This design comes from an exercise in tuning for small area on the open sky130 flow, not from production work.
Only simulation tests tie the RTL to the original design; equivalence was not proved.

==> flow/design.v <==
module aqtc_fcmp (
    input  wire [30:0] b,
    input  wire [30:0] a,
    input  wire        t2,
    input  wire        t3,
    output wire        gt
);
    wire [7:0]  ea = a[30:23];
    wire [7:0]  eb = b[30:23];
    wire        an = |ea;
    wire        bn = |eb;
    wire [23:0] ma = {an, a[22:0]};
    wire [23:0] mb = {bn, b[22:0]};
    wire [9:0] x = {2'b0, ea[7:1], ea[0] | ~an};
    wire [9:0] y = ~{2'b0, eb[7:1], eb[0] | ~bn};
    reg  [9:0] d; reg c; integer i;
    always @(*) begin
        c = 1'b1;
        for (i = 0; i < 10; i = i + 1) begin
            d[i] = x[i] ^ y[i] ^ c;
            c = (x[i] & y[i]) | (c & (x[i] ^ y[i]));
        end
    end
    reg [9:0] j; reg c2; reg [9:0] z;
    always @(*) begin
        z = {7'd0, 1'b1, 1'b0, t3};
        c2 = 1'b0;
        for (i = 0; i < 10; i = i + 1) begin
            j[i] = d[i] ^ z[i] ^ c2;
            c2 = (d[i] & z[i]) | (c2 & (d[i] ^ z[i]));
        end
    end
    wire        jneg = j[9];
    wire        jbig = ~j[9] & ((|j[8:3]) | (j[2] & j[1]));
    reg [25:0] mb3; reg c3;
    wire [25:0] p = {2'b0, mb}, q = {1'b0, mb, 1'b0};
    always @(*) begin
        c3 = mb[23];
        for (i = 0; i < 26; i = i + 1) begin
            mb3[i] = p[i] ^ q[i] ^ c3;
            c3 = (p[i] & q[i]) | (c3 & (p[i] ^ q[i]));
        end
    end
    wire [27:0] lh  = t2 ? {mb3, mb[22:21]} : {mb, 2'b00, mb[23:22]};
    wire        sticky = t2 ? |mb[20:0] : |mb[21:0];
    reg [27:0] r5; reg c4;
    wire [27:0] u = {3'b0, ma, 1'b1}, v = {1'b0, ma, 1'b1, 2'b0};
    always @(*) begin
        c4 = 1'b0;
        for (i = 0; i < 28; i = i + 1) begin
            r5[i] = u[i] ^ v[i] ^ c4;
            c4 = (u[i] & v[i]) | (c4 & (u[i] ^ v[i]));
        end
    end
    wire [32:0] r5s = {5'd0, r5} << j[2:0];
    wire        big = |r5s[32:28];
    wire tie = sticky | a[0];
    reg g;
    always @(*) begin
        g = tie;
        for (i = 0; i < 28; i = i + 1)
            g = r5s[i] ? (lh[i] & g) : (lh[i] | g);
    end
    assign gt = ~(&ea) & ((&eb) | jneg | (~jbig & ~big & g));
endmodule
module aqtc_td (
    input  wire        clk,
    input  wire        rst,
    input  wire        in_valid,
    input  wire [31:0] in_sample,
    output reg         out_valid,
    output reg         out_nan,
    output wire [8:0]  out_nanidx,
    output wire        out_res,
    output wire [2:0]  out_code,
    output wire [2:0]  out_idx
);
    localparam [30:0] TD_FLOOR = 31'h3B480000;    
    function gt31;    
        input [30:0] x, y;
        integer n;
        begin
            gt31 = 1'b0;
            for (n = 0; n < 31; n = n + 1)
                gt31 = y[n] ? (x[n] & gt31) : (x[n] | gt31);
        end
    endfunction
    reg  [8:0]  r;         
    reg  [30:0] E, P, Q, H;
    reg         post, t1, hi0, hi1;
    reg  [2:0]  best;
    reg         z0, z1;
    wire [30:0] mag   = in_sample[30:0];
    wire [8:0]  rn    = r + 9'd1;            
    wire        first = (r[5:0] == 6'd63);
    wire        bnd   = in_valid & (r[5:0] == 6'd62);
    wire        s_gt  = gt31(mag, E);
    wire        e_ge_fl = ~gt31(TD_FLOOR, E);
    wire        e_ld  = in_valid & (first | s_gt);
    wire [30:0] En    = (mag & {31{e_ld}}) | (E & {31{~e_ld}});
    wire [2:0]  seg   = r[8:6];                   
    wire [2:0]  ps    = first ? r[8:6] : r[8:6] - 3'd1;
    wire        is_nan  = (mag[30:23] == 8'hFF) & (|mag[22:0]);
    wire        at2     = (rn == 9'd2);
    wire        nan_cap = in_valid & (at2 ? (z0 | z1 | is_nan) :
                         ((rn[8:2] != 7'd0 || rn[1:0] == 2'd3) && is_nan && !out_nan));
    wire [8:0]  nan_j   = at2 ? {7'd0, ~z0 & ~z1, ~z0 & z1} : rn;
    wire [30:0] Pn = (E & {31{post}}) | (P & {31{~post}});
    wire [30:0] cb = bnd ? En : Pn;
    wire [30:0] ca = bnd ? P : (t1 ? H : Q);
    wire        cgt;
    aqtc_fcmp u_cmp (.b(cb), .a(ca), .t2(post), .t3(bnd), .gt(cgt));
    wire        p_gt_a = gt31(P, ca);
    wire        t1c   = t1 & ps[2];
    wire        act   = (r[8] & (bnd | post)) | t1c;
    wire [2:0]  cur   = bnd ? seg : (post ? (r[7] ? 3'd3 : 3'd2) : 3'd1);
    wire        take  = act & cgt & ((best == 3'd0) | (cur < best));
    always @(posedge clk) begin
        E <= En;
        P <= Pn;
        if (nan_cap)
            H[8:0] <= nan_j;
        else if (t1 && !ps[2] && !out_nan && (ps == 3'd0 || p_gt_a))
            H <= P;
        if ((post && (seg == 3'd3 || seg == 3'd5)) ||
            (!t1 && (ps == 3'd3 || ps == 3'd5) && p_gt_a))
            Q <= P;
        if (post && seg == 3'd3)
            best <= 3'd0;
        else if (take)
            best <= cur;
        if (post && !r[8])
            hi0 <= (seg != 3'd0 && hi0) | e_ge_fl;
        if (post && r[8])
            hi1 <= (seg != 3'd4 && hi1) | e_ge_fl;
    end
    always @(posedge clk) begin
        if (rst) begin
            r         <= 9'h1FF;
            post      <= 1'b0;
            t1        <= 1'b0;
            out_valid <= 1'b0;
        end else begin
            if (in_valid)
                r <= rn;
            post      <= bnd;
            t1        <= post;
            out_valid <= t1 & (ps == 3'd7);
        end
    end
    always @(posedge clk) begin
        if (in_valid) begin
            if (rn == 9'd0)
                z0 <= is_nan;
            if (rn == 9'd1)
                z1 <= is_nan;
            if (at2)
                out_nan <= z0 | z1 | is_nan;
            else if (nan_cap)
                out_nan <= 1'b1;
        end
    end
    assign out_nanidx = out_nan ? H[8:0] : 9'd0;
    wire       silent   = ~hi0 | ~hi1;
    assign out_res  = ~out_nan & ~silent & (best != 3'd0);
    assign out_code = out_nan ? 3'd0 : silent ? 3'd4 :
                      (best == 3'd0) ? 3'd0 : (best == 3'd1) ? 3'd1 :
                      (best[2:1] == 2'b01) ? 3'd2 : 3'd3;
    assign out_idx  = (out_nan | silent) ? 3'd0 : best;
endmodule
clock: 30.0 ns
lec_check: 0
cap_margin: 5
core_margin: 2
core_utilization: 65
cts_buf_list: sky130_fd_sc_hd__clkbuf_8
slew_margin: 5
standard.sh (not shown) runs the stock make flow with config.mk's settings and CLKGATE_MAP_FILE= SYNTH_SCRIPT=/design/flow/synth_recipe.tcl, a recipe that flattens the netlist after the stock synthesis.
==> flow/flow/run.sh <==
#!/bin/bash
# Standard ORFS layout, with an area-oriented ABC mapping script, no
# pre-ABC adder extraction and the smallest buffer on the ports.
set -euo pipefail
here=$(pwd)
rm -rf "$here/scripts"
cp -r "$FLOW_HOME/scripts" "$here/scripts"
cp "$here/flow/abc_area.script" "$here/scripts/abc_speed.script"
export SCRIPTS_DIR="$here/scripts"
export ADDER_MAP_FILE=
export BUFFER_PORTS_ARGS="-buffer_cell sky130_fd_sc_hd__buf_1"
bash standard.sh > "$here/standard.log" 2>&1
==> flow/flow/abc_area.script <==
strash
balance
rewrite
refactor
balance
rewrite
rewrite -z
balance
refactor -z
rewrite -z
balance
&get -n
&dc2
&put
balance
rewrite
refactor
balance
rewrite
rewrite -z
balance
refactor -z
rewrite -z
balance
&get -n
&dc2
&put
balance
rewrite
refactor
balance
rewrite
rewrite -z
balance
refactor -z
rewrite -z
balance
resub -K 8
resub -K 10 -N 2
dch -f
amap
topo
stime -c
Edit:
--- a/flow/design.v
+++ b/flow/design.v
@@ -94,32 +94,27 @@
     wire [8:0]  rn    = r + 9'd1;            
     wire        first = (r[5:0] == 6'd63);
     wire        bnd   = in_valid & (r[5:0] == 6'd62);
     wire        s_gt  = gt31(mag, E);
     wire        e_ge_fl = ~gt31(TD_FLOOR, E);
-    wire        e_ld  = in_valid & (first | s_gt);
-    wire [30:0] En    = (mag & {31{e_ld}}) | (E & {31{~e_ld}});
+    wire [30:0] F     = s_gt ? mag : E;           
     wire [2:0]  seg   = r[8:6];                   
     wire [2:0]  ps    = first ? r[8:6] : r[8:6] - 3'd1;
-    wire        is_nan  = (mag[30:23] == 8'hFF) & (|mag[22:0]);
-    wire        at2     = (rn == 9'd2);
-    wire        nan_cap = in_valid & (at2 ? (z0 | z1 | is_nan) :
-                         ((rn[8:2] != 7'd0 || rn[1:0] == 2'd3) && is_nan && !out_nan));
-    wire [8:0]  nan_j   = at2 ? {7'd0, ~z0 & ~z1, ~z0 & z1} : rn;
-    wire [30:0] Pn = (E & {31{post}}) | (P & {31{~post}});
-    wire [30:0] cb = bnd ? En : Pn;
+    wire [30:0] cb = bnd ? F : (post ? E : P);
     wire [30:0] ca = bnd ? P : (t1 ? H : Q);
     wire        cgt;
     aqtc_fcmp u_cmp (.b(cb), .a(ca), .t2(post), .t3(bnd), .gt(cgt));
     wire        p_gt_a = gt31(P, ca);
     wire        t1c   = t1 & ps[2];
     wire        act   = (r[8] & (bnd | post)) | t1c;
     wire [2:0]  cur   = bnd ? seg : (post ? (r[7] ? 3'd3 : 3'd2) : 3'd1);
     wire        take  = act & cgt & ((best == 3'd0) | (cur < best));
     always @(posedge clk) begin
-        E <= En;
-        P <= Pn;
+        if (in_valid)
+            E <= (first | s_gt) ? mag : E;
+        if (post)
+            P <= E;
         if (nan_cap)
             H[8:0] <= nan_j;
         else if (t1 && !ps[2] && !out_nan && (ps == 3'd0 || p_gt_a))
             H <= P;
         if ((post && (seg == 3'd3 || seg == 3'd5)) ||
@@ -146,10 +141,15 @@
             post      <= bnd;
             t1        <= post;
             out_valid <= t1 & (ps == 3'd7);
         end
     end
+    wire       is_nan  = (mag[30:23] == 8'hFF) & (|mag[22:0]);
+    wire       at2     = (rn == 9'd2);
+    wire       nan_cap = in_valid & (at2 ? (z0 | z1 | is_nan) :
+                         ((rn[8:2] != 7'd0 || rn[1:0] == 2'd3) && is_nan && !out_nan));
+    wire [8:0] nan_j   = at2 ? {7'd0, ~z0 & ~z1, ~z0 & z1} : rn;
     always @(posedge clk) begin
         if (in_valid) begin
             if (rn == 9'd0)
                 z0 <= is_nan;
             if (rn == 9'd1)
The changed run ran to the end with no violations. Sequential share of layout area grows by 2.0 points. Worst hold slack degrades by 0.0045 ns. Wire length barely changes. Maximum frequency shrinks by 2.0%. Synthesized cell count is unchanged. Via count shrinks by 0.62%. Cell count grows by 0.35%. Worst setup slack degrades by 0.42 ns.

afterwards: timing with drivers on the ports:
No port has a modelled driver above. Below, the same layouts with a new extraction and two added sets of constraints.
Step 1 (the two cells are an assumption about what drives the block):
set clk [get_ports {clk}]
set_driving_cell -lib_cell sky130_fd_sc_hd__clkbuf_16 $clk
set_driving_cell -lib_cell sky130_fd_sc_hd__buf_2 [delete_from_list [all_inputs] $clk]
Step 2 moves the port delays by t, midway between the first and last clock arrival at a register: inputs arrive t later, outputs are due t later. That takes back most of the time a late clock gives input paths.
a / b / c = ideal ports / drivers / drivers and shift; a / b = the first two.
| run | t, ns | setup slack, ns | hold slack, ns | slew at the worst register clock pin (ns) |
|---|---|---|---|---|
| the first run | 0.510 | 9.052 / 9.075 / 8.565 | 0.473 / 0.473 / 0.473 | 0.09 / 0.09 |
| the second run | 0.508 | 8.630 / 8.645 / 8.137 | 0.468 / 0.468 / 0.468 | 0.08 / 0.08 |
After both steps every run listed still meets setup and hold. The setup slack of the second run, which loses most, moves by +0.015 ns with the drivers and by -0.493 ns with both steps.
